Context: an optimization exercise on an open-source flow, tuned for small area, a short achievable clock period and few clock cycles. The choices shown serve that exercise and are no tape-out recipe.
No run shown here included a check of the RTL's function; only the layout flow was run.
Power is estimated from default activity; no workload was simulated.

==> flow/design.v <==
module pov_core (
    input  wire        clk,
    input  wire        rst,           
    input  wire        cmd_valid,
    input  wire [39:0] cmd_word,
    output reg         cmd_ready,
    output reg         resp_valid,
    output wire [7:0]  resp_code,
    input  wire        tick_valid,
    output reg         tick_ready,
    output reg         led_data,
    output reg         led_clk,
    output reg         led_latch,
    output wire        led_oe,
    output reg  [3:0]  coil,
    output reg  [31:0] step_delay_ms,
    output reg         timer_armed
);
    assign led_oe = 1'b0;
    reg [127:0] ring;           
    reg [3:0]   rot;
    reg         clr;            
    reg [3:0]   write_end, read_front, read_back;
    reg [4:0]   pixel_step;     
    reg         pwrap;          
    reg         pb2;            
    reg [4:0]   highlighted;
    reg         underrun, dneg;
    reg [2:0]   phase_index;
    reg [3:0]   bsh;            
    wire        halted = ~timer_armed;
    reg         busy;
    reg [3:0]   cyc;
    reg         tgo;            
    reg [6:0]   sh;
    reg         cw;             
    reg [3:0]   cnext;          
    reg         p_ophz;         
    reg [2:0]   p_op;           
    reg         p_zx;           
    reg         p_zf;           
    reg         p_zb1;          
    reg         p_z0h;          
    reg         p_a0;           
    reg         p_neg;          
    reg         p_e0;           
    reg         p_eff;          
    reg         p_elt;          
    reg         p_egt;          
    reg         p_lgt;          
    reg         rc7, rc1, rc0;
    assign resp_code = {rc7, 5'b00000, rc1, rc0};
    reg [24:0]  dm;
    reg [24:0]  dr;
    reg [2:0]   dj;             
    reg         dneg_r;         
    reg         dcy;            
    reg         dtop;           
    reg [5:0]   dcnt;           
    reg         drun;
    reg         dovf;           
    reg  crdy;
    wire cmd_acc  = crdy;
    wire tick_acc = tick_valid & tick_ready;
    wire c15 = busy & (cyc == 4'd15);
    wire busy_n = tgo | (busy & ~c15);
    wire [3:0] cyc_n = tgo ? 4'd0 : cyc + 4'd1;
    wire       front_on = (pixel_step <= highlighted);
    wire [4:0] back_step = (pixel_step >= 5'd3) ? pixel_step - 5'd3 : pixel_step + 5'd23;
    wire       back_on  = (back_step <= highlighted);
    wire [3:0] fb = (front_on & ~clr) ? {ring[6], ring[4], ring[2], ring[0]} : 4'd0;
    wire [3:0] bb = back_on  ? bsh : 4'd0;
    wire [7:0] frame = {bb[3], fb[3], bb[2], fb[2], bb[1], fb[1], bb[0], fb[0]};
    wire       f_eq_w = (read_front == write_end);
    wire       fadv   = pwrap & ~f_eq_w;
    wire       ur_n   = underrun | (pwrap & f_eq_w);
    wire       badv   = pb2 & ~underrun;    
    reg [3:0] phase_pattern;
    always @(*) begin
        case (phase_index)
            3'd0: phase_pattern = 4'b0001;
            3'd1: phase_pattern = 4'b0011;
            3'd2: phase_pattern = 4'b0010;
            3'd3: phase_pattern = 4'b0110;
            3'd4: phase_pattern = 4'b0100;
            3'd5: phase_pattern = 4'b1100;
            3'd6: phase_pattern = 4'b1000;
            default: phase_pattern = 4'b1001;
        endcase
    end
    wire [7:0]  op  = cmd_word[39:32];
    wire [31:0] arg = cmd_word[31:0];
    wire [7:0]  sp_e = arg[30:23];
    wire        op1 = (op == 8'h01);
    wire        is1 = p_ophz & (p_op == 3'd1);
    wire        is2 = p_ophz & (p_op == 3'd2);
    wire        is3 = p_ophz & (p_op == 3'd3);
    wire        is4 = p_ophz & (p_op == 3'd4);
    wire        is5 = p_ophz & (p_op == 3'd5);
    wire        zhi   = p_zx & p_zf & p_zb1;             
    wire        z31_1 = zhi & p_z0h;                     
    wire        fz    = p_zf & p_zb1 & p_z0h & ~p_a0;    
    wire        sp_ok = ~p_neg & ~p_eff & ~(p_e0 & fz);
    wire        bad = (is1 & ~zhi) |
                      (is2 & ~z31_1) |
                      (is4 & ~sp_ok) |
                      (is5 & ~(z31_1 & ~p_a0));
    wire        illegal = ~(is1 | is2 | is3 | is4 | is5);
    wire        d_push = is1 & zhi;
    wire        d_dir  = is2 & z31_1;
    wire        d_hl   = is3;
    wire        d_hlsat = ~zhi | p_lgt;
    wire        d_sat  = is4 & sp_ok & p_elt;
    wire        d_zero = is4 & sp_ok & p_egt;
    wire        d_div  = is4 & sp_ok & ~p_elt & ~p_egt;
    wire        d_shut = is5 & z31_1 & ~p_a0;
    wire full    = (tgo & fadv) ? (read_front == write_end + 4'd1)
                                : (read_front == write_end + 4'd2);
    wire live    = cmd_acc & ~halted;
    wire push_ok = live & d_push & ~full;
    wire div_go  = live & d_div;
    wire d4      = (dj == 3'd4);
    wire dsat    = drun & d4 & (dcnt == 6'd34) & ~dsum[4];
    wire dlast   = drun & d4 & (dcnt == 6'd2);
    wire [4:0]  da   = {dr[3:0], dtop};
    wire [4:0]  db   = dneg_r ? dm[4:0] : ~dm[4:0];
    wire [5:0]  dsum = {1'b0, da} + {1'b0, db} + {5'd0, dcy};
    wire [7:0] p15d = push_ok ? arg[7:0] : (clr ? 8'd0 : ring[7:0]);
    wire [3:0] rf_n = (tgo & fadv) ? read_front + 4'd1 : read_front;
    wire       bcap = (tgo & badv) ? (rot == read_back + 4'd1)  : (rot == read_back);
    wire div_busy_n = div_go | (drun & ~dlast);    
    wire tslot_n    = ~busy_n | (cyc_n[3:1] == 3'b111);
    wire cmd_rdy_n  = cmd_valid & ~cmd_acc & ~div_busy_n &
                      (~op1 | (rot + 4'd1 == write_end));
    wire tick_rdy_n = tslot_n & ~tick_acc & (rot + 4'd2 == rf_n);
    always @(posedge clk) begin
        ring <= {p15d, ring[127:8]};
        dr   <= crdy ? 25'h0753000 : {dsum[4:0], dr[24:5]};
        dm   <= crdy ? {2'b01, arg[22:0]} : {dm[4:0], dm[24:5]};
        dj   <= (crdy | d4) ? 3'd0 : dj + 3'd1;
        dcy  <= crdy | (d4 ? ~dsum[4] : dsum[5]);
        dtop <= ~crdy & ~d4 & dr[4];
        if (crdy)
            dneg_r <= 1'b0;
        else if (d4)
            dneg_r <= dsum[4];
        if (crdy)
            dcnt <= arg[28:23];
        else if (d4)
            dcnt <= dcnt + 6'd1;
        p_ophz <= (op[7:3] == 5'd0);
        p_op   <= op[2:0];
        p_zx   <= (arg[31:23] == 9'd0);
        p_zf   <= (arg[22:16] == 7'd0);
        p_zb1  <= (arg[15:8] == 8'd0);
        p_z0h  <= (arg[7:1] == 7'd0);
        p_a0   <= arg[0];
        p_neg  <= arg[31];
        p_e0   <= (sp_e == 8'd0);
        p_eff  <= (sp_e == 8'hFF);
        p_elt  <= (sp_e < 8'd98);
        p_egt  <= (sp_e > 8'd130);
        p_lgt  <= (arg[7:0] > 8'd26);
        cyc <= cyc_n;
        if (cmd_acc & ~rst) begin
            if (halted)
                {rc7, rc1, rc0} <= 3'b110;
            else if (d_push & full)
                {rc7, rc1, rc0} <= 3'b001;
            else
                {rc7, rc1, rc0} <= {bad | illegal, 1'b0, bad};
        end
        if (tgo)
            cw <= ~ur_n;
        if (c15)
            cnext <= cw ? phase_pattern : coil;
        if (tgo)
            sh <= frame[6:0];
        else if (busy & cyc[0])
            sh <= {sh[5:0], 1'b0};
        if (rst) begin
            rot           <= 4'd0;
            clr           <= 1'b1;
            write_end     <= 4'd0;
            read_front    <= 4'd0;
            read_back     <= 4'd15;
            pixel_step    <= 5'd0;
            pwrap         <= 1'b0;
            pb2           <= 1'b0;
            highlighted   <= 5'd0;
            underrun      <= 1'b0;
            dneg          <= 1'b0;
            phase_index   <= 3'd0;
            bsh           <= 4'd0;
            timer_armed   <= 1'b1;
            step_delay_ms <= 32'd0;
            busy          <= 1'b0;
            tgo           <= 1'b0;
            led_data      <= 1'b0;
            led_clk       <= 1'b0;
            led_latch     <= 1'b0;
            coil          <= 4'd0;
            cmd_ready     <= 1'b0;
            crdy          <= 1'b0;
            tick_ready    <= 1'b0;
            resp_valid    <= 1'b0;
            drun          <= 1'b0;
            dovf          <= 1'b0;
        end else begin
            rot <= rot + 4'd1;
            if (rot == 4'd15)
                clr <= 1'b0;
            crdy       <= cmd_rdy_n;
            cmd_ready  <= cmd_valid & ~cmd_ready & ~div_busy_n &
                          (~op1 | (rot + 4'd1 == write_end));
            tick_ready <= tick_rdy_n;
            if (bcap) bsh <= {p15d[7], p15d[5], p15d[3], p15d[1]};
            resp_valid <= (cmd_acc & ~div_go) | dlast | dovf;
            dovf       <= dsat;
            if (push_ok)
                write_end <= write_end + 4'd1;
            if (live & d_dir)
                dneg <= arg[0];
            if (live & d_hl)
                highlighted <= d_hlsat ? 5'd26 : arg[4:0];
            if (live & d_shut)
                timer_armed <= 1'b0;
            if (live & d_sat)
                step_delay_ms <= 32'hFFFF_FFFF;
            else if (live & (d_zero | d_div))
                step_delay_ms <= 32'd0;
            else if (drun & d4)
                step_delay_ms <= {step_delay_ms[30:0], ~dsum[4]};
            if (dovf)
                step_delay_ms <= 32'hFFFF_FFFF;
            if (div_go)
                drun <= 1'b1;
            else if (dlast | dsat)
                drun <= 1'b0;
            tgo <= tick_acc & ~halted & ~(live & d_shut);
            if (tgo) begin
                phase_index <= dneg ? phase_index - 3'd1 : phase_index + 3'd1;
                pixel_step  <= pwrap ? 5'd0 : pixel_step + 5'd1;
                pwrap       <= (pixel_step == 5'd24);
                pb2         <= (pixel_step == 5'd1);
                if (fadv)
                    read_front <= read_front + 4'd1;
                underrun <= ur_n;    
                if (badv)
                    read_back <= read_back + 4'd1;
            end
            if (push_ok)
                underrun <= 1'b0;
            led_latch <= c15;
            busy <= busy_n;
            if (tgo) begin
                led_clk  <= 1'b0;
                led_data <= frame[7];
            end else if (busy) begin
                if (!cyc[0]) begin
                    led_clk <= 1'b1;
                end else begin
                    led_clk <= 1'b0;
                    if (!c15)
                        led_data <= sh[6];
                end
            end
            if (led_latch)
                coil <= cnext;
        end
    end
endmodule
==> flow/flow/run.sh <==
#!/bin/bash
# The standard layout (the standard.sh), with every input and output
# port buffered by a plain buffer cell instead of the default choice.
set -e
export BUFFER_PORTS_ARGS="-buffer_cell sky130_fd_sc_hd__buf_1"
bash standard.sh > standard.log 2>&1
==> flow/standard.sh <==
#!/bin/bash
# synth_recipe.tcl (not shown) runs the flow's synth.tcl, then flattens the netlist and writes it again
# the make line also repeats each setting of config.mk as NAME=value (left out here)
make -C /OpenROAD-flow-scripts/flow DESIGN_CONFIG=/design/flow/config.mk WORK_HOME=/design/flow/orfs CLKGATE_MAP_FILE= SYNTH_SCRIPT=/design/flow/synth_recipe.tcl "${@:-finish}"
==> flow/config.mk <==
export PLATFORM = sky130hd
export DESIGN_NAME = pov_core
export DESIGN_NICKNAME = pov_core
export VERILOG_FILES = /design/flow/design.v
export SDC_FILE = /design/flow/constraint.sdc
export NUM_CORES = 4
export LEC_CHECK = 0
export CAP_MARGIN = 20
export CORE_MARGIN = 2
export CORE_UTILIZATION = 40
export CTS_CLUSTER_DIAMETER = 100
export CTS_CLUSTER_SIZE = 25
export PLACE_DENSITY = 0.6
export SETUP_SLACK_MARGIN = 4.0
export SLEW_MARGIN = 20
==> flow/constraint.sdc <==
create_clock -name core_clock -period 6.5 [get_ports {clk}]
set_input_delay 1.3000 -clock core_clock [delete_from_list [all_inputs] [get_ports {clk}]]
set_output_delay 1.3000 -clock core_clock [all_outputs]
set_load 0.01 [all_outputs]
==> results of run 1 <==
## cells by family after synthesis
group           after synthesis  share of synthesized area
fa+ha+maj                    36                     0.0445
buf+inv                      83                     0.0362
compound gates              166                      0.104
mux                          35                     0.0363
flops                       310                      0.613
other cells                   1                   0.000358
simple gates                246                      0.124
xor+xnor                     49                     0.0417
## state kept, by name, summed over array words and instances, names as in the netlist, 3 cells and up
register       count
ring             128
step_delay_ms     32
dm                25
dr                25
sh                 7
dcnt               6
highlighted        5
pixel_step         5
bsh                4
cnext              4
coil               4
cyc                4
read_back          4
read_front         4
rot                4
write_end          4
dj                 3
p_op               3
phase_index        3
## synth_stat cells, types with 7 or more instances
cell                       number
sky130_fd_sc_hd__mux2_2        24
sky130_fd_sc_hd__a211oi_1       7
sky130_fd_sc_hd__nor2b_1       34
sky130_fd_sc_hd__o21ai_0       15
sky130_fd_sc_hd__xor2_1        21
sky130_fd_sc_hd__nor4_1         9
sky130_fd_sc_hd__nor3_1        17
sky130_fd_sc_hd__xnor2_1       27
sky130_fd_sc_hd__clkbuf_1      41
sky130_fd_sc_hd__mux2i_1       11
sky130_fd_sc_hd__inv_1         28
sky130_fd_sc_hd__ha_1          34
sky130_fd_sc_hd__nand4_1        7
sky130_fd_sc_hd__buf_4          9
sky130_fd_sc_hd__edfxtp_1      21
sky130_fd_sc_hd__nor2_1        68
sky130_fd_sc_hd__a21oi_1       63
sky130_fd_sc_hd__o21a_1         7
sky130_fd_sc_hd__nand2b_1      17
sky130_fd_sc_hd__dfxtp_1      289
sky130_fd_sc_hd__nand2_1       40
sky130_fd_sc_hd__nand3_1       16
sky130_fd_sc_hd__a22oi_1       32
## worst max-delay path by stage
| stage | startpoint | end | slack (ns) | depth (start not counted) |
|---|---|---|---|---|
| floorplan | pixel_step[2]$_SDFFE_PP0P_ | sh[1]$_DFFE_PP_ | 4.16 | 13 |
| global placement | rst | crdy$_SDFF_PP0_ | 3.50 | 5 |
| detailed placement | rst | crdy$_SDFF_PP0_ | 3.49 | 5 |
| CTS | pixel_step[4]$_SDFFE_PP0P_ | sh[5]$_DFFE_PP_ | 4.00 | 12 |
| global route | read_front[0]$_SDFFE_PP0N_ | bsh[0]$_SDFFE_PP0N_ | 4.00 | 7 |
| finish | timer_armed$_SDFFE_PP1P_ | timer_armed | 4.10 | 1 |
## per-layer routing
metal / vias to the layer above / part of all wire
li1: 3299 / -
met1: 3011 / 0.51
met2: 84 / 0.44
met3: 23 / 0.034
met4: 0 / 0.017
met5: - / 0
## what timing repair did
| item | CTS | global route |
|---|---|---|
| gates resized for setup | 11 | 25 |
| pin swaps | 0 | 5 |
| setup buffers | 0 | 11 |
| setup endpoints to repair | 48 | 61 |
## power by group
group | internal [mW] | switching, mW
registers | 2.06 | 0.0685
logic | 0.198 | 0.201
clock network | 0.469 | 0.586
total | 2.73 | 0.856
## metrics by stage
step                       util  instances
after floorplan               -        931
after global placement    0.425       1304
after detailed placement  0.425       1304
after CTS                 0.444       1328
after global routing      0.450       1339
final                     0.450       1339
## layout make-up
class                   instances  area [µm²]  area share
clock buffers                  22         423      0.0363
clock inverters                 2        32.5     0.00279
inverters                      28         105     0.00901
multi-input cells             538        3780       0.324
flip-flops and latches        310        6440       0.553
well taps                     335         419      0.0359
repair buffers                104         460      0.0395
==> summary.txt, run 1 <==
| Metric | Reported |
|:---|:---|
| Maximum fanout count along the critical path | 5 |
| Via count | 6417 |
| Antenna diode count | 0 |
| Drc violations | 0 |
| Cell type with the highest aggregate area in the netlist | sky130_fd_sc_hd__dfxtp_1 |
| Number of instances in the synthesized netlist | 926 |
| Outcome | complete, no violations |
| Total die area | 0.0275 mm² |
| Via count of the first global-routing pass | 5955 |
| Worst hold endpoint | ring[70]$_DFF_P_ |
| Number of fill cells in the layout | 2447 |
| Worst Reg-to-Reg Cells | 11 |
| Kind of path behind the tightest hold check | flop to flop |
| Share of layout cells above drive strength 1 | 0.101 |
| Timing-limited maximum frequency | 0.417 GHz |
| Worst-Margin Slew | 0.765 ns |
| Number of buffers and inverters on the critical path | 1 |
| Worst reg2reg endpoint | sh[1]$_DFFE_PP_ |
| Count of different cell masters after synthesis | 67 |
| Core outline area | 0.0259 mm² |
| RSZ-0062 raised after global routing | false |
| TritonCTS clock tree | built |
| Maximum vdd ir drop | 0.192 mV |
| R2r setup slk | 4.16 ns |
| Hpwl dp | 12400 µm |
| Number of antenna violations at the first check in global routing | 0 |
| Worst path slowest cell | sky130_fd_sc_hd__dfxtp_2 |
| Element type at the critical path start | flop |
| Most frequent cells in the layout | sky130_fd_sc_hd__dfxtp_1, sky130_fd_sc_hd__buf_1, sky130_fd_sc_hd__nor2_1 |
| Area of all placed cells without fillers | 0.0117 mm² |
| Effective utilization at floorplan | 0.404 |
| Number of buffers added on ports | 89 |
| Number of placement rows | 59 |
| Maximum level of the CTS H-tree | 1 |
| Post-detailed-placement cell area | 0.0110 mm² |
| Top cell type's share of synthesized area | 0.553 |
| Pre-CTS WS | 3.49 ns |
| Vertical extent of the die | 166 µm |
| Final setup viols | 0 |
| Setup Total Neg Slack | 0 ns |
| CP Cell Sequence | buf_1 |
| Kind of end point of the critical path | output pin |
| Busiest metal layer after global routing | met2 |
| Kind of cell adding the most delay to the critical path | flip-flops |
| Floorplan die width | 166 µm |
| Net count, final | 1078 |
| Pin count of the biggest net entering global routing | 72 |
| Endpoint required time on the critical path | 5.20 ns |
| Post-layout worst setup margin | 4.10 ns |
| Met3 GRT Util | 0.0205 |
| Commonest non-fill, non-tap cell in the layout | sky130_fd_sc_hd__dfxtp_1 |
| Number of sinks driven by the clock tree | 310 |
| Power per unit of standard cell area | 307 mW/mm² |
| Total global-route track usage | 0.131 |
| Number of nets with antenna violations after routing | 0 |
| Total Routed Length | 18700 µm |
| Sequential-to-total area share from yosys stat | 0.613 |
| Routed len/inst | 13.9 µm |
| First-pass GRT wire length | 30300 µm |
| Routing usage on met2 | 0.204 |
| Part of the cycle the worst path needs | 0.369 |
| Leading post-synthesis cells by cell area | sky130_fd_sc_hd__dfxtp_1, sky130_fd_sc_hd__edfxtp_1, sky130_fd_sc_hd__ha_1, sky130_fd_sc_hd__a21oi_1, sky130_fd_sc_hd__mux2_2 |
| Root buf cell | sky130_fd_sc_hd__clkbuf_16 |
| Worst slew slack as a fraction of its limit | 0.489 |
| Number of buffers added by the clock tree synthesis step | 16 |
| Slowest Stage Delay on Critical Path | 0.42 ns |
| Worst endpoint data arrival time | 1.10 ns |
| # Max-Cap Violations | 0 |
| Clock latency on the worst-skew pair | 0.50 ns |
| Prevailing post-synth register cell | sky130_fd_sc_hd__dfxtp_1 |
| Post-route minimum period | 2.40 ns |
| Combined area of all synthesized cells | 0.0105 mm² |
| Maximum number of buffers from clock root to sink | 3 |
| Startpoint-to-endpoint class of the critical path | flop to output pin |
| First-pass iteration count of the detailed router | 4 |
| Overall power after layout | 3.58 mW |
| Worst Hold Depth | 0 |
| Leakage power | 4.27 nW |
| Number of design-rule violations left by the first detailed-router iteration | 328 |
| Area added between synthesis and finish | 11.4% |
| Worst setup skew after layout | 0.0180 ns |
| Asr flop ratio synth | 0 |
| Worst hold slack after final layout | 0.315 ns |
| Met1 Track Usage GR | 0.191 |
| IO Count | 96 |
| Mean post-synth cell area | 11.3 µm² |
| Number of synthesized register bits | 310 |
| Overall overflow remaining after global route | 0 |
| Worst reg2reg startpoint | pixel_step[0]$_SDFFE_PP0P_ |
| Final weighted congestion of routability-driven global placement | 0.792 |
| CTS clk-pin slew, worst paths | 0.10 ns |
| Final count of hold timing violations | 0 |
| Max Slew Vio Count | 0 |
| HP Start | ring[78]$_DFF_P_ |
| Number of flops mapped to enable cells by yosys | 21 |
| Via density per instance | 4.79 |
| Syn. warnings | 1 |
| Post-CTS Hold Buffers | 0 |
==> inputs of run 2 (changes only) <==
--- a/flow/config.mk
+++ b/flow/config.mk
@@ -9,6 +9,6 @@
 export CORE_MARGIN = 2
-export CORE_UTILIZATION = 40
+export CORE_UTILIZATION = 50
 export CTS_CLUSTER_DIAMETER = 100
 export CTS_CLUSTER_SIZE = 25
-export PLACE_DENSITY = 0.6
+export PLACE_DENSITY = 0.65
 export SETUP_SLACK_MARGIN = 4.0
==> summary.txt, run 2 <==
| Metric | Reported | vs previous |
|:---|:---|:---|
| Outcome | complete, no violations |  |
| Root buf cell | sky130_fd_sc_hd__clkbuf_16 |  |
| Combined area of all synthesized cells | 0.0105 mm² | unchanged |
| Overall overflow remaining after global route | 0 | unchanged |
| Number of design-rule violations left by the first detailed-router iteration | 291 | -11% |
| Number of placement rows | 52 | -12% |
| Worst setup skew after layout | 0.0184 ns | +0.000406 ns |
| Maximum level of the CTS H-tree | 1 | unchanged |
| Sequential-to-total area share from yosys stat | 0.613 | unchanged |
| Endpoint required time on the critical path | 6.88 ns | +1.68 ns |
| Total die area | 0.0221 mm² | -20% |
| Net count, final | 1082 | +0.37% |
| RSZ-0062 raised after global routing | true |  |
| Number of sinks driven by the clock tree | 310 | unchanged |
| Share of layout cells above drive strength 1 | 0.108 | +0.00743 |
| Most frequent cells in the layout | sky130_fd_sc_hd__dfxtp_1, sky130_fd_sc_hd__buf_1, sky130_fd_sc_hd__nor2_1 |  |
| CP Cell Sequence | clkbuf_2 > buf_4 > nand4b_1 > a41o_1 > nor2_1 |  |
| Timing-limited maximum frequency | 0.419 GHz | +0.57% |
| Worst-Margin Slew | 0.685 ns | -0.0798 ns |
| Leakage power | 4.31 nW | +0.77% |
| Power per unit of standard cell area | 309 mW/mm² | +0.57% |
| Via density per instance | 5.09 | +6.2% |
| Slowest Stage Delay on Critical Path | 0.62 ns | +0.20 ns |
| Routed len/inst | 14.6 µm | +4.8% |
| Element type at the critical path start | primary input |  |
| Maximum fanout count along the critical path | 58 | +53 |
| Number of antenna violations at the first check in global routing | 0 | unchanged |
| Worst endpoint data arrival time | 2.77 ns | +1.67 ns |
| Commonest non-fill, non-tap cell in the layout | sky130_fd_sc_hd__dfxtp_1 |  |
| Post-CTS Hold Buffers | 0 | unchanged |
| IO Count | 96 | unchanged |
| Commonest cells post-synth | sky130_fd_sc_hd__dfxtp_1, sky130_fd_sc_hd__nor2_1, sky130_fd_sc_hd__a21oi_1 |  |
| Asr flop ratio synth | 0 | unchanged |
| # Max-Cap Violations | 0 | unchanged |
| Final count of hold timing violations | 0 | unchanged |
| Number of flops mapped to enable cells by yosys | 21 | unchanged |
| Worst slew slack as a fraction of its limit | 0.543 | +0.0539 |
| Total global-route track usage | 0.167 | +0.0369 |
| Number of instances in the synthesized netlist | 926 | unchanged |
| Max Slew Vio Count | 0 | unchanged |
| First-pass GRT wire length | 30100 µm | -0.86% |
| Number of flip-flops in the largest register | 128 | unchanged |
| Floorplan die width | 149 µm | -10% |
| Post-route minimum period | 2.39 ns | -0.0136 ns |
| Kind of end point of the critical path | flop |  |
| Worst hold slack after final layout | 0.316 ns | +0.000976 ns |
| Via count | 6511 | +1.5% |
| Count of different cell masters after synthesis | 67 | unchanged |
| Final weighted congestion of routability-driven global placement | 0.791 | about the same |
| Top cell type's share of synthesized area | 0.553 | unchanged |
| Number of synthesized register bits | 310 | unchanged |
| Kind of path behind the tightest hold check | flop to flop |  |
| Syn. warnings | 1 | unchanged |
| Part of the cycle the worst path needs | 0.367 | -0.00209 |
| Pin count of the biggest net entering global routing | 72 | unchanged |
| Effective utilization at floorplan | 0.514 | +0.110 |
| TritonCTS clock tree | built |  |
| Register with the highest flop count | ring |  |
| Via count of the first global-routing pass | 5989 | +0.57% |
| Kind of cell adding the most delay to the critical path | buffers and inverters |  |
| Drc violations | 0 | unchanged |
| CTS clk-pin slew, worst paths | 0.10 ns | about the same |
| First-pass iteration count of the detailed router | 4 | unchanged |
| Most used standard cell by instance count after synthesis | sky130_fd_sc_hd__dfxtp_1 |  |
| Biggest registers after layout | ring: 128 flops, step_delay_ms: 32 flops |  |
| Vertical extent of the die | 149 µm | -10% |
| Setup Total Neg Slack | 0 ns | unchanged |
| Startpoint-to-endpoint class of the critical path | primary input to flop |  |
| Clock latency on the worst-skew pair | 0.51 ns | about the same |
| Antenna diode count | 0 | unchanged |
| Maximum number of buffers from clock root to sink | 3 | unchanged |
| Final setup viols | 0 | unchanged |
| Area added between synthesis and finish | 11.0% |  |
| Mean post-synth cell area | 11.3 µm² | unchanged |
| Maximum vdd ir drop | 0.228 mV | +19% |
| Number of fill cells in the layout | 1775 | -27% |
| Number of buffers and inverters on the critical path | 2 | +1 |
| Cell type with the highest aggregate area in the netlist | sky130_fd_sc_hd__dfxtp_1 |  |
| Core outline area | 0.0204 mm² | -21% |
| Worst path slowest cell | sky130_fd_sc_hd__buf_4 |  |
| Number of nets with antenna violations after routing | 0 | unchanged |
| Leading post-synthesis cells by cell area | sky130_fd_sc_hd__dfxtp_1, sky130_fd_sc_hd__edfxtp_1, sky130_fd_sc_hd__ha_1, sky130_fd_sc_hd__a21oi_1, sky130_fd_sc_hd__mux2_2 |  |
| Hpwl dp | 12700 µm | +2.5% |
| Total Routed Length | 18700 µm | +0.11% |
| Number of buffers added by the clock tree synthesis step | 16 | unchanged |
| Prevailing post-synth register cell | sky130_fd_sc_hd__dfxtp_1 |  |
| Number of buffers added on ports | 89 | unchanged |
## run 2: where the power goes
group          switching, mW  leakage (nW)  internal (mW)
Sequential            0.0687          2.55           2.06
Combinational          0.202          1.53          0.202
Clock                  0.586         0.220          0.472
## run 2: cells by family after synthesis
| logic type | synth area share |
|---|---|
| buf+inv | 0.0362 |
| other cells | 0.000358 |
| xor+xnor | 0.0417 |
| simple gates | 0.124 |
| compound gates | 0.104 |
| fa+ha+maj | 0.0445 |
| flops | 0.613 |
| mux | 0.0363 |
## run 2: area by class of cell
| class | count | area [µm²] | area share |
|---|---|---|---|
| inverter | 28 | 105 | 0.00904 |
| clock inverter | 2 | 32.5 | 0.00280 |
| clock buffer | 23 | 427 | 0.0367 |
| timing repair buffer | 108 | 488 | 0.0420 |
| sequential | 310 | 6450 | 0.555 |
| multi-input combinational | 538 | 3780 | 0.326 |
| tap | 270 | 338 | 0.0291 |
## run 2: path summary, 6_finish.rpt
check	depth (start not counted)	slack, ns	from	end
setup reg to reg	7	4.17	read_front[0]$_SDFFE_PP0N_	bsh[3]$_SDFFE_PP0N_
hold / removal	0	0.32	ring[84]$_DFF_P_	ring[76]$_DFF_P_
hold reg to reg	0	0.32	ring[84]$_DFF_P_	ring[76]$_DFF_P_
setup / recovery	5	4.11	rst	crdy$_SDFF_PP0_
## run 2: worst register-to-register path, cell delays in order (launching register included)
cell and delay (ns):
sky130_fd_sc_hd__dfxtp_1 0.49, sky130_fd_sc_hd__xor2_2 0.18, sky130_fd_sc_hd__o41a_4 0.56, sky130_fd_sc_hd__o221ai_1 0.18, sky130_fd_sc_hd__and4_2 0.38, sky130_fd_sc_hd__nor2_8 0.11
sky130_fd_sc_hd__mux2i_2 0.24, sky130_fd_sc_hd__o2bb2ai_1 0.08
## run 2: layer usage
layer / vias up / GRT usage / share of wire / routed length [µm]
met5: - / 0 / 0 / 0
met4: 0 / 0.0410 / 0.017 / 316
met3: 16 / 0.0255 / 0.033 / 609
met2: 96 / 0.260 / 0.44 / 8270
met1: 3087 / 0.247 / 0.51 / 9480
li1: 3312 / - / - / -
## run 2: repair_timing
action | CTS | global route
pin swaps | 0 | 7
endpoints found under the setup margin | 48 | 53
endpoints found under the hold margin | 0 | 0
gates resized for setup | 9 | 30
buffers inserted | 0 | 14
## run 2: stage by stage
step                worst slack, ns   util  area [µm²]  total power [mW]  std cells
detailed placement             3.58  0.537       10900              2.56       1240
floorplan                      4.16      -       10500              2.46        931
global route                   3.99  0.571       11600              3.77       1279
finish                         4.11  0.571       11600              3.59       1279
CTS                            4.00  0.561       11400              3.62       1265
global placement               3.58  0.537       10900              2.55       1240
==> inputs of run 3 (changes only) <==
--- a/flow/design.v
+++ b/flow/design.v
@@ -34,3 +34,4 @@
     reg         tgo;            
-    reg [6:0]   sh;
+    reg [2:0]   sb;             
+    reg         fon_f;          
     reg         cw;             
@@ -61,4 +62,3 @@
     reg         dovf;           
-    reg  crdy;
-    wire cmd_acc  = crdy;
+    wire cmd_acc  = cmd_valid & cmd_ready;
     wire tick_acc = tick_valid & tick_ready;
@@ -132,13 +132,23 @@
     wire tslot_n    = ~busy_n | (cyc_n[3:1] == 3'b111);
+    wire push_rf    = op1 & (write_end == rf_n);
     wire cmd_rdy_n  = cmd_valid & ~cmd_acc & ~div_busy_n &
-                      (~op1 | (rot + 4'd1 == write_end));
-    wire tick_rdy_n = tslot_n & ~tick_acc & (rot + 4'd2 == rf_n);
+                      (~op1 | (rot + 4'd1 == write_end)) & ~(tick_acc & push_rf);
+    wire tick_rdy_n = tslot_n & ~tick_acc & (rot + 4'd2 == rf_n) & ~(cmd_valid & push_rf);
+    reg ftap;
+    always @(*) begin
+        case (cyc[3:2])
+            2'd0: ftap = ring[8*14 + 6];
+            2'd1: ftap = ring[8*10 + 4];
+            2'd2: ftap = ring[8*6 + 2];
+            default: ftap = ring[8*2 + 0];
+        endcase
+    end
     always @(posedge clk) begin
         ring <= {p15d, ring[127:8]};
-        dr   <= crdy ? 25'h0753000 : {dsum[4:0], dr[24:5]};
-        dm   <= crdy ? {2'b01, arg[22:0]} : {dm[4:0], dm[24:5]};
-        dj   <= (crdy | d4) ? 3'd0 : dj + 3'd1;
-        dcy  <= crdy | (d4 ? ~dsum[4] : dsum[5]);
-        dtop <= ~crdy & ~d4 & dr[4];
-        if (crdy)
+        dr   <= cmd_ready ? 25'h0753000 : {dsum[4:0], dr[24:5]};
+        dm   <= cmd_ready ? {2'b01, arg[22:0]} : {dm[4:0], dm[24:5]};
+        dj   <= (cmd_ready | d4) ? 3'd0 : dj + 3'd1;
+        dcy  <= cmd_ready | (d4 ? ~dsum[4] : dsum[5]);
+        dtop <= ~cmd_ready & ~d4 & dr[4];
+        if (cmd_ready)
             dneg_r <= 1'b0;
@@ -146,3 +156,3 @@
             dneg_r <= dsum[4];
-        if (crdy)
+        if (cmd_ready)
             dcnt <= arg[28:23];
@@ -176,6 +186,7 @@
             cnext <= cw ? phase_pattern : coil;
-        if (tgo)
-            sh <= frame[6:0];
-        else if (busy & cyc[0])
-            sh <= {sh[5:0], 1'b0};
+        if (tgo) begin
+            sb    <= bb[2:0];
+            fon_f <= front_on;
+        end else if (busy & cyc[0] & cyc[1])
+            sb <= {sb[1:0], 1'b0};
         if (rst) begin
@@ -203,3 +214,2 @@
             cmd_ready     <= 1'b0;
-            crdy          <= 1'b0;
             tick_ready    <= 1'b0;
@@ -212,5 +222,3 @@
                 clr <= 1'b0;
-            crdy       <= cmd_rdy_n;
-            cmd_ready  <= cmd_valid & ~cmd_ready & ~div_busy_n &
-                          (~op1 | (rot + 4'd1 == write_end));
+            cmd_ready  <= cmd_rdy_n;
             tick_ready <= tick_rdy_n;
@@ -264,3 +272,3 @@
                     if (!c15)
-                        led_data <= sh[6];
+                        led_data <= cyc[1] ? sb[2] : (fon_f & ftap);
                 end
--- a/flow/config.mk
+++ b/flow/config.mk
@@ -9,6 +9,6 @@
 export CORE_MARGIN = 2
-export CORE_UTILIZATION = 50
+export CORE_UTILIZATION = 40
 export CTS_CLUSTER_DIAMETER = 100
 export CTS_CLUSTER_SIZE = 25
-export PLACE_DENSITY = 0.65
+export PLACE_DENSITY = 0.6
 export SETUP_SLACK_MARGIN = 4.0
==> summary.txt, run 3 <==
| Metric | Reported | vs previous |
|:---|:---|:---|
| Outcome | complete, no violations |  |
| Leakage power | 4.32 nW | +0.17% |
| Count of placed standard cells including taps | 1303 | +5.1% |
| Element type at the critical path start | flop |  |
| Number of design-rule violations left by the first detailed-router iteration | 297 | +2.1% |
| RSZ-0062 raised after global routing | true |  |
| Sequential-to-total area share from yosys stat | 0.612 | about the same |
| Number of antenna violations at the first check in global routing | 0 | unchanged |
| Syn. warnings | 1 | unchanged |
| Worst-Margin Slew | 0.734 ns | +0.0493 ns |
| Worst hold slack after final layout | 0.329 ns | +0.0131 ns |
| Via count | 6553 | +0.65% |
| Most frequent cells in the layout | sky130_fd_sc_hd__dfxtp_1, sky130_fd_sc_hd__buf_1, sky130_fd_sc_hd__nor2_1 |  |
| Final count of hold timing violations | 0 | unchanged |
| Net count, final | 1090 | +0.74% |
| Commonest cells post-synth | sky130_fd_sc_hd__dfxtp_1, sky130_fd_sc_hd__nor2_1, sky130_fd_sc_hd__a21oi_1 |  |
| Xor/xnor cell area share of the yosys netlist | 0.0442 | +0.00251 |
| Post-Route M1 WL | 9660 µm | +1.9% |
| Most used standard cell by instance count after synthesis | sky130_fd_sc_hd__dfxtp_1 |  |
| Area fraction in and, or, nand and nor cells after synthesis | 0.123 | -0.00111 |
| Worst Reg-to-Reg Cells | 11 | +4 |
| Worst slew slack as a fraction of its limit | 0.509 | -0.0335 |
| Number of instances in the synthesized netlist | 925 | -0.11% |
| Post-CTS Hold Buffers | 0 | unchanged |
| Power per unit of standard cell area | 309 mW/mm² | -0.10% |
| HP Start | ring[108]$_DFF_P_ |  |
| Maximum fanout count along the critical path | 7 | -88% |
| Kind of end point of the critical path | flop |  |
| Combined area of all synthesized cells | 0.0103 mm² | -1.6% |
| Post-layout worst setup margin | 4.02 ns | -0.0927 ns |
| Final non-filler cell total | 1346 | +5.2% |
| Dominant combinational cell family by area after synthesis | simple AND/OR/NAND/NOR gates |  |
| Count of different cell masters after synthesis | 60 | -10% |
| First-pass GRT wire length | 32700 µm | +8.7% |
| Commonest non-fill, non-tap cell in the layout | sky130_fd_sc_hd__dfxtp_1 |  |
| Startpoint-to-endpoint class of the critical path | flop to flop |  |
| Leading post-synthesis cells by cell area | sky130_fd_sc_hd__dfxtp_1, sky130_fd_sc_hd__edfxtp_1, sky130_fd_sc_hd__ha_1, sky130_fd_sc_hd__a21oi_1, sky130_fd_sc_hd__nor2_1 |  |
| Core outline area | 0.0253 mm² | +24% |
| Routed len/inst | 15.0 µm | +2.7% |
| Total Routed Length | 20200 µm | +8.1% |
| R2r setup slk | 4.02 ns | -0.15 ns |
| Endpoint required time on the critical path | 6.87 ns | about the same |
| Worst reg2reg startpoint | pixel_step[1]$_SDFFE_PP0P_ |  |
| Cell type with the highest aggregate area in the netlist | sky130_fd_sc_hd__dfxtp_1 |  |
| Number of flip-flops in the largest register | 128 | unchanged |
| Clock latency on the worst-skew pair | 0.52 ns | about the same |
| Floorplan die width | 164 µm | +11% |
| Number of sinks driven by the clock tree | 306 | -1.3% |
| IO Count | 96 | unchanged |
| Hpwl dp | 13200 µm | +3.7% |
| Number of flops mapped to enable cells by yosys | 18 | -14% |
| Number of synthesized register bits | 306 | -1.3% |
| Timing-limited maximum frequency | 0.403 GHz | -3.7% |
| Register with the highest flop count | ring |  |
| Met2 wire len | 9470 µm | +14% |
| Complex-gate fraction of the synthesized area | 0.105 | +0.000993 |
| Overall overflow remaining after global route | 0 | unchanged |
| Top cell type's share of synthesized area | 0.560 | +0.00719 |
| Area added between synthesis and finish | 13.9% |  |
| Number of placement rows | 58 | +12% |
| Setup Total Neg Slack | 0 ns | unchanged |
| Total die area | 0.0270 mm² | +22% |
| Post-route minimum period | 2.48 ns | +0.0927 ns |
| Asr flop ratio synth | 0 | unchanged |
| Worst hold endpoint | ring[100]$_DFF_P_ |  |
| Highest routing layer actually used | met4 |  |
| Pre-CTS WS | 3.20 ns | -0.384 ns |
| CTS clk-pin slew, worst paths | 0.10 ns | about the same |
| Final weighted congestion of routability-driven global placement | 0.773 | -2.4% |
| Area of all placed cells without fillers | 0.0117 mm² | +0.98% |
| Maximum number of buffers from clock root to sink | 3 | unchanged |
| Mux share of post-synthesis cell area | 0.0375 | +0.00121 |
| Final setup viols | 0 | unchanged |
| Via count of the first global-routing pass | 6212 | +3.7% |
| Prevailing post-synth register cell | sky130_fd_sc_hd__dfxtp_1 |  |
| Vertical extent of the die | 164 µm | +11% |
| Maximum level of the CTS H-tree | 1 | unchanged |
| Max Slew Vio Count | 0 | unchanged |
| Drc violations | 0 | unchanged |
| Pin count of the biggest net entering global routing | 56 | -22% |
| Worst reg2reg endpoint | sb[0]$_SDFFCE_PN0P_ |  |
| Number of buffers added by the clock tree synthesis step | 16 | unchanged |
| Via density per instance | 4.87 | -4.4% |
| Part of the cycle the worst path needs | 0.381 | +0.0143 |
| Biggest registers after layout | ring: 128 flops, step_delay_ms: 32 flops |  |
| Maximum vdd ir drop | 0.217 mV | -4.9% |
| # Max-Cap Violations | 0 | unchanged |
| Antenna diode count | 0 | unchanged |
| Worst endpoint data arrival time | 2.85 ns | +0.08 ns |
| Post-detailed-placement cell area | 0.0109 mm² | -0.51% |
| Number of buffers added on ports | 89 | unchanged |
| Root buf cell | sky130_fd_sc_hd__clkbuf_16 |  |
| Synth Area in Adders | 0.0452 | +0.000734 |
| Number of nets with antenna violations after routing | 0 | unchanged |
| Worst setup skew after layout | 0.0360 ns | +0.0176 ns |
| Worst Hold Depth | 0 | unchanged |
| Total met3 wirelength after detailed routing | 634 µm | +4.1% |
| TritonCTS clock tree | built |  |
| Kind of path behind the tightest hold check | flop to flop |  |
| Share of layout cells above drive strength 1 | 0.106 | -0.00173 |
| First-pass iteration count of the detailed router | 5 | +1 |
| Effective utilization at floorplan | 0.408 | -0.106 |
| Total global-route track usage | 0.151 | -0.0168 |
| Mean post-synth cell area | 11.1 µm² | -1.5% |
==> run 3: changes by cell type after synthesis, moves of 4 or more <==
| cell | change |
|---|---|
| sky130_fd_sc_hd__nor2_1 | +8 |
| sky130_fd_sc_hd__o2bb2ai_1 | -4 |
| sky130_fd_sc_hd__o21ai_2 | -4 |
| sky130_fd_sc_hd__o21ai_0 | +5 |
| sky130_fd_sc_hd__nor2b_1 | -5 |
| sky130_fd_sc_hd__nor4_1 | -5 |
| sky130_fd_sc_hd__nand3_1 | +5 |
| sky130_fd_sc_hd__xnor2_1 | +4 |
| sky130_fd_sc_hd__nor3_1 | +4 |
| sky130_fd_sc_hd__o21a_1 | -4 |
==> run 3: what timing repair did <==
item / in CTS / in global routing
gates resized for setup: 27 / 15
pin swaps: 4 / 10
cloned: 4 / 0
setup buffers: 7 / 8
endpoints found under the setup margin: 58 / 53
endpoints found under the hold margin: 0 / 0
==> run 3: through the flow <==
| step | total power, mW | utilization |
|---|---|---|
| 6_report | 3.62 | 0.465 |
| 3_3_place_gp | 2.56 | 0.431 |
| 4_1_cts | 3.66 | 0.459 |
| 2_1_floorplan | 2.46 | - |
| 5_1_grt | 3.81 | 0.465 |
| 3_5_place_dp | 2.57 | 0.431 |
==> run 3: critical path, cell delays in order, from the launching register on <==
cell	delay [ns]
sky130_fd_sc_hd__dfxtp_4	0.38
sky130_fd_sc_hd__inv_1	0.15
sky130_fd_sc_hd__ha_4	0.23
sky130_fd_sc_hd__xor2_1	0.16
sky130_fd_sc_hd__ha_1	0.31
sky130_fd_sc_hd__nor2b_1	0.15
sky130_fd_sc_hd__o21a_1	0.16
sky130_fd_sc_hd__o21a_1	0.16
sky130_fd_sc_hd__o21a_1	0.17
sky130_fd_sc_hd__o22ai_2	0.17
sky130_fd_sc_hd__buf_4	0.15
sky130_fd_sc_hd__and3_4	0.16
==> run 3: per-layer routing <==
metal  global-route usage  vias to the layer above
met4               0.0383                        0
met2                0.246                       88
met5                    0                        -
li1                     -                     3346
met3               0.0221                       26
met1                0.210                     3093
==> run 3: cell families after synthesis <==
group | count (synthesis)
multiplexers | 34
AND/OR/NAND/NOR | 250
flip-flops | 306
other | 1
adder cells (fa/ha/maj) | 36
buffers and inverters | 76
XOR/XNOR | 52
AO/OA/AOI/OAI | 170
==> run 3: how the worst max path moves through the flow <==
stage / from / to / depth (start not counted) / slack [ns]
after floorplan: cmd_word[36] / cmd_ready$_SDFF_PP0_ / 5 / 3.95
after global placement: cmd_valid / bsh[2]$_SDFFE_PP0N_ / 7 / 3.28
after detailed placement: cmd_valid / bsh[2]$_SDFFE_PP0N_ / 7 / 3.20
after CTS: tgo$_SDFF_PP0_ / cmd_ready$_SDFF_PP0_ / 6 / 4.01
after global routing: pixel_step[2]$_SDFFE_PP0P_ / sb[0]$_SDFFCE_PN0P_ / 12 / 3.90
final: pixel_step[1]$_SDFFE_PP0P_ / sb[0]$_SDFFCE_PN0P_ / 11 / 4.02
==> run 3: cell type report <==
cell class / instances / area, µm²
fillers: 2336 / 13500
flip-flops and latches: 306 / 6340
multi-input cells: 550 / 3860
repair buffers: 111 / 568
clock buffers: 22 / 423
well taps: 330 / 413
inverters: 25 / 93.8
clock inverters: 2 / 36.3
==> run 3: report_power, final <==
part | internal [mW] | total (mW) | switching (mW)
sequential | 2.03 | 2.11 | 0.0765
combinational | 0.224 | 0.449 | 0.225
clock | 0.471 | 1.06 | 0.593
==> inputs of run 4 (changes only) <==
--- a/flow/config.mk
+++ b/flow/config.mk
@@ -9,6 +9,6 @@
 export CORE_MARGIN = 2
-export CORE_UTILIZATION = 40
+export CORE_UTILIZATION = 50
 export CTS_CLUSTER_DIAMETER = 100
 export CTS_CLUSTER_SIZE = 25
-export PLACE_DENSITY = 0.6
+export PLACE_DENSITY = 0.65
 export SETUP_SLACK_MARGIN = 4.0
==> summary.txt, run 4 <==
| Metric | Reported | vs previous |
|:---|:---|:---|
| Outcome | complete, no violations |  |
| Total global-route track usage | 0.176 | +0.0252 |
| Xor/xnor cell area share of the yosys netlist | 0.0442 | unchanged |
| Number of placement rows | 52 | -10% |
| Startpoint-to-endpoint class of the critical path | flop to output pin |  |
| Kind of path behind the tightest hold check | flop to flop |  |
| Effective utilization at floorplan | 0.509 | +0.101 |
| Leakage power | 4.33 nW | +0.42% |
| Element type at the critical path start | flop |  |
| R2r setup slk | 4.11 ns | +0.09 ns |
| Total die area | 0.0218 mm² | -20% |
| Final count of hold timing violations | 0 | unchanged |
| Hpwl dp | 12400 µm | -5.5% |
| IO Count | 96 | unchanged |
| Final setup viols | 0 | unchanged |
| Final non-filler cell total | 1287 | -4.4% |
| Power per unit of standard cell area | 311 mW/mm² | +0.58% |
| Dominant combinational cell family by area after synthesis | simple AND/OR/NAND/NOR gates |  |
| Floorplan die width | 148 µm | -10% |
| Via count | 6596 | +0.66% |
| Number of fill cells in the layout | 1738 | -26% |
| Part of the cycle the worst path needs | 0.376 | -0.00521 |
| Area of all placed cells without fillers | 0.0117 mm² | -0.29% |
| Worst-Margin Slew | 0.698 ns | -0.0362 ns |
| Root buf cell | sky130_fd_sc_hd__clkbuf_16 |  |
| Maximum vdd ir drop | 0.315 mV | +45% |
| Worst slew slack as a fraction of its limit | 0.533 | +0.0242 |
| Combined area of all synthesized cells | 0.0103 mm² | unchanged |
| Number of buffers added on ports | 89 | unchanged |
| Worst endpoint data arrival time | 1.15 ns | -1.70 ns |
| Number of buffers and inverters on the critical path | 1 | -1 |
| TritonCTS clock tree | built |  |
| Post-CTS Hold Buffers | 0 | unchanged |
| Core outline area | 0.0202 mm² | -20% |
| Count of placed standard cells including taps | 1242 | -4.7% |
| Overall power after layout | 3.63 mW | +0.29% |
| Maximum fanout count along the critical path | 5 | -2 |
| Via density per instance | 5.13 | +5.3% |
| Prevailing post-synth register cell | sky130_fd_sc_hd__dfxtp_1 |  |
| Share of layout cells above drive strength 1 | 0.112 | +0.00580 |
| Leading post-synthesis cells by cell area | sky130_fd_sc_hd__dfxtp_1, sky130_fd_sc_hd__edfxtp_1, sky130_fd_sc_hd__ha_1, sky130_fd_sc_hd__a21oi_1, sky130_fd_sc_hd__nor2_1 |  |
| First-pass iteration count of the detailed router | 4 | -1 |
| CP Cell Sequence | buf_1 |  |
| Total Routed Length | 19400 µm | -4.0% |
| Final standard cell utilization of the core | 0.578 | +0.114 |
| Vertical extent of the die | 148 µm | -10% |
| Maximum number of buffers from clock root to sink | 3 | unchanged |
| Number of flops mapped to enable cells by yosys | 18 | unchanged |
| Number of nets with antenna violations after routing | 0 | unchanged |
| Worst path slowest cell | sky130_fd_sc_hd__dfxtp_1 |  |
| Number of synthesized register bits | 306 | unchanged |
| Commonest cells post-synth | sky130_fd_sc_hd__dfxtp_1, sky130_fd_sc_hd__nor2_1, sky130_fd_sc_hd__a21oi_1 |  |
| Cell type with the highest aggregate area in the netlist | sky130_fd_sc_hd__dfxtp_1 |  |
| Via count of the first global-routing pass | 6177 | -0.56% |
| Final weighted congestion of routability-driven global placement | 0.790 | +2.3% |
| Mean post-synth cell area | 11.1 µm² | unchanged |
| Top cell type's share of synthesized area | 0.560 | unchanged |
| Number of antenna violations at the first check in global routing | 0 | unchanged |
| Pre-CTS WS | 3.22 ns | +0.0252 ns |
| Number of flip-flops in the largest register | 128 | unchanged |
| Drc violations | 0 | unchanged |
| Number of instances in the synthesized netlist | 925 | unchanged |
| Post-detailed-placement cell area | 0.0108 mm² | -0.76% |
| Number of sinks driven by the clock tree | 306 | unchanged |
| Most frequent cells in the layout | sky130_fd_sc_hd__dfxtp_1, sky130_fd_sc_hd__buf_1, sky130_fd_sc_hd__nor2_1 |  |
| Number of design-rule violations left by the first detailed-router iteration | 308 | +3.7% |
| Clock latency on the worst-skew pair | 0.50 ns | -0.02 ns |
| Asr flop ratio synth | 0 | unchanged |
| Max Slew Vio Count | 0 | unchanged |
| # Max-Cap Violations | 0 | unchanged |
| Post-layout worst setup margin | 4.05 ns | +0.0339 ns |
| Timing-limited maximum frequency | 0.409 GHz | +1.4% |
| Worst setup skew after layout | 0.0276 ns | -0.00841 ns |
| Endpoint required time on the critical path | 5.20 ns | -1.67 ns |
| Antenna diode count | 0 | unchanged |
| Area fraction in and, or, nand and nor cells after synthesis | 0.123 | unchanged |
| Pin count of the biggest net entering global routing | 55 | -1.8% |
| Maximum level of the CTS H-tree | 1 | unchanged |
| RSZ-0062 raised after global routing | true |  |
| Count of different cell masters after synthesis | 60 | unchanged |
| Most used standard cell by instance count after synthesis | sky130_fd_sc_hd__dfxtp_1 |  |
| Syn. warnings | 1 | unchanged |
| Biggest registers after layout | ring: 128 flops, step_delay_ms: 32 flops |  |
| Slowest Stage Delay on Critical Path | 0.47 ns | +0.09 ns |
| Kind of end point of the critical path | output pin |  |
| Kind of cell adding the most delay to the critical path | flip-flops |  |
| Register with the highest flop count | ring |  |
| Mux share of post-synthesis cell area | 0.0375 | unchanged |
| Complex-gate fraction of the synthesized area | 0.105 | unchanged |
| Routed len/inst | 15.1 µm | +0.36% |
| Overall overflow remaining after global route | 0 | unchanged |
| CTS clk-pin slew, worst paths | 0.10 ns | about the same |
| Number of buffers added by the clock tree synthesis step | 16 | unchanged |
| Sequential-to-total area share from yosys stat | 0.612 | unchanged |
| Net count, final | 1091 | +0.092% |
| Post-route minimum period | 2.45 ns | -0.0339 ns |
| Worst hold slack after final layout | 0.318 ns | -0.0110 ns |
| First-pass GRT wire length | 31500 µm | -3.6% |
| Synth Area in Adders | 0.0452 | unchanged |
| Setup Total Neg Slack | 0 ns | unchanged |
| Area added between synthesis and finish | 13.6% |  |
| Commonest non-fill, non-tap cell in the layout | sky130_fd_sc_hd__dfxtp_1 |  |
## run 4: cell counts after synthesis
No cell type changed its count.
## run 4: worst reg2reg max path, cell delays in order (launching register included)
cell and delay (ns):
sky130_fd_sc_hd__dfxtp_4 0.38, sky130_fd_sc_hd__nor3_4 0.21, sky130_fd_sc_hd__o21ai_2 0.09, sky130_fd_sc_hd__nor2_1 0.13, sky130_fd_sc_hd__xor2_1 0.17, sky130_fd_sc_hd__ha_1 0.26
sky130_fd_sc_hd__nor2b_4 0.13, sky130_fd_sc_hd__o21a_1 0.16, sky130_fd_sc_hd__o21a_1 0.16, sky130_fd_sc_hd__o21a_1 0.17, sky130_fd_sc_hd__o22ai_2 0.13, sky130_fd_sc_hd__buf_4 0.14
sky130_fd_sc_hd__and3_1 0.15
## run 4: final timing paths
kind | startpoint | end | cells past startpoint
max | led_latch$_SDFF_PP0_ | led_latch | 1
min | ring[91]$_DFF_P_ | ring[83]$_DFF_P_ | 0
max reg2reg | pixel_step[2]$_SDFFE_PP0P_ | sb[0]$_SDFFCE_PN0P_ | 12
min reg2reg | ring[91]$_DFF_P_ | ring[83]$_DFF_P_ | 0
## run 4: metal layers
metal,vias to the layer above,GRT usage,wire length [µm]
met5,-,0,0
met4,0,0.0413,384
met3,22,0.0265,724
met2,126,0.292,9170
met1,3106,0.244,9090
li1,3342,-,-
## run 4: cell families after synthesis
kind of cell             count (synthesis)
AO/OA/AOI/OAI                          170
AND/OR/NAND/NOR                        250
adder cells (fa/ha/maj)                 36
multiplexers                            34
buffers and inverters                   76
other                                    1
XOR/XNOR                                52
flip-flops                             306
## run 4: cell type report
class / instances / area (µm²) / share of cell area
Sequential cell: 306 / 6330 / 0.541
Tap cell: 270 / 338 / 0.0289
Clock buffer: 23 / 448 / 0.0383
Inverter: 25 / 93.8 / 0.00802
Clock inverter: 1 / 20.0 / 0.00171
Multi-Input combinational cell: 550 / 3890 / 0.332
Timing Repair Buffer: 112 / 579 / 0.0495
## run 4: timing repair
action,CTS,global route
setup buffers,4,13
gates resized for setup,27,22
endpoints found under the setup margin,57,49
pin swaps,2,7
cloned,4,0
## run 4: power by group
group	total, mW	internal [mW]	switching [mW]	leakage, nW
Sequential	2.11	2.03	0.0759	2.51
Combinational	0.457	0.228	0.229	1.59
Clock	1.07	0.492	0.577	0.226

[static timing again, ports no longer ideal]
The results above use ideal ports. As a check the final layouts listed here were re-extracted and re-timed, cells and wires unchanged. Step 1: set_driving_cell puts a clkbuf_16 on clk and a buf_2 on each other input, an assumption about the parent block. Step 2 adds t to the input delays and takes it off the output delays; t is the mean of the earliest and latest rising clock arrival at the registers after step 1. Input paths then give back, and output paths get back, about the clock's delay inside the block. Slacks: ideal / step 1 / step 2; pairs: ideal / step 1.
run	shift t [ns]	slack for setup (ns)	latest minus earliest clock arrival (ns)	worst slew at a driven data input, ns	cell pins on the clock port's net
run 1	0.538	4.100 / 4.057 / 3.786	0.021 / 0.021	0.04	1
run 2	0.542	4.114 / 4.082 / 3.593	0.022 / 0.021	0.05	1
run 3	0.547	4.021 / 4.018 / 3.594	0.036 / 0.037	0.05	1
run 4	0.535	4.055 / 4.007 / 3.668	0.028 / 0.028	0.06	1
After both steps setup and hold are still met in every run listed. The setup slack of run 2, which loses most, moves by -0.032 ns with the drivers and by -0.521 ns with both steps.
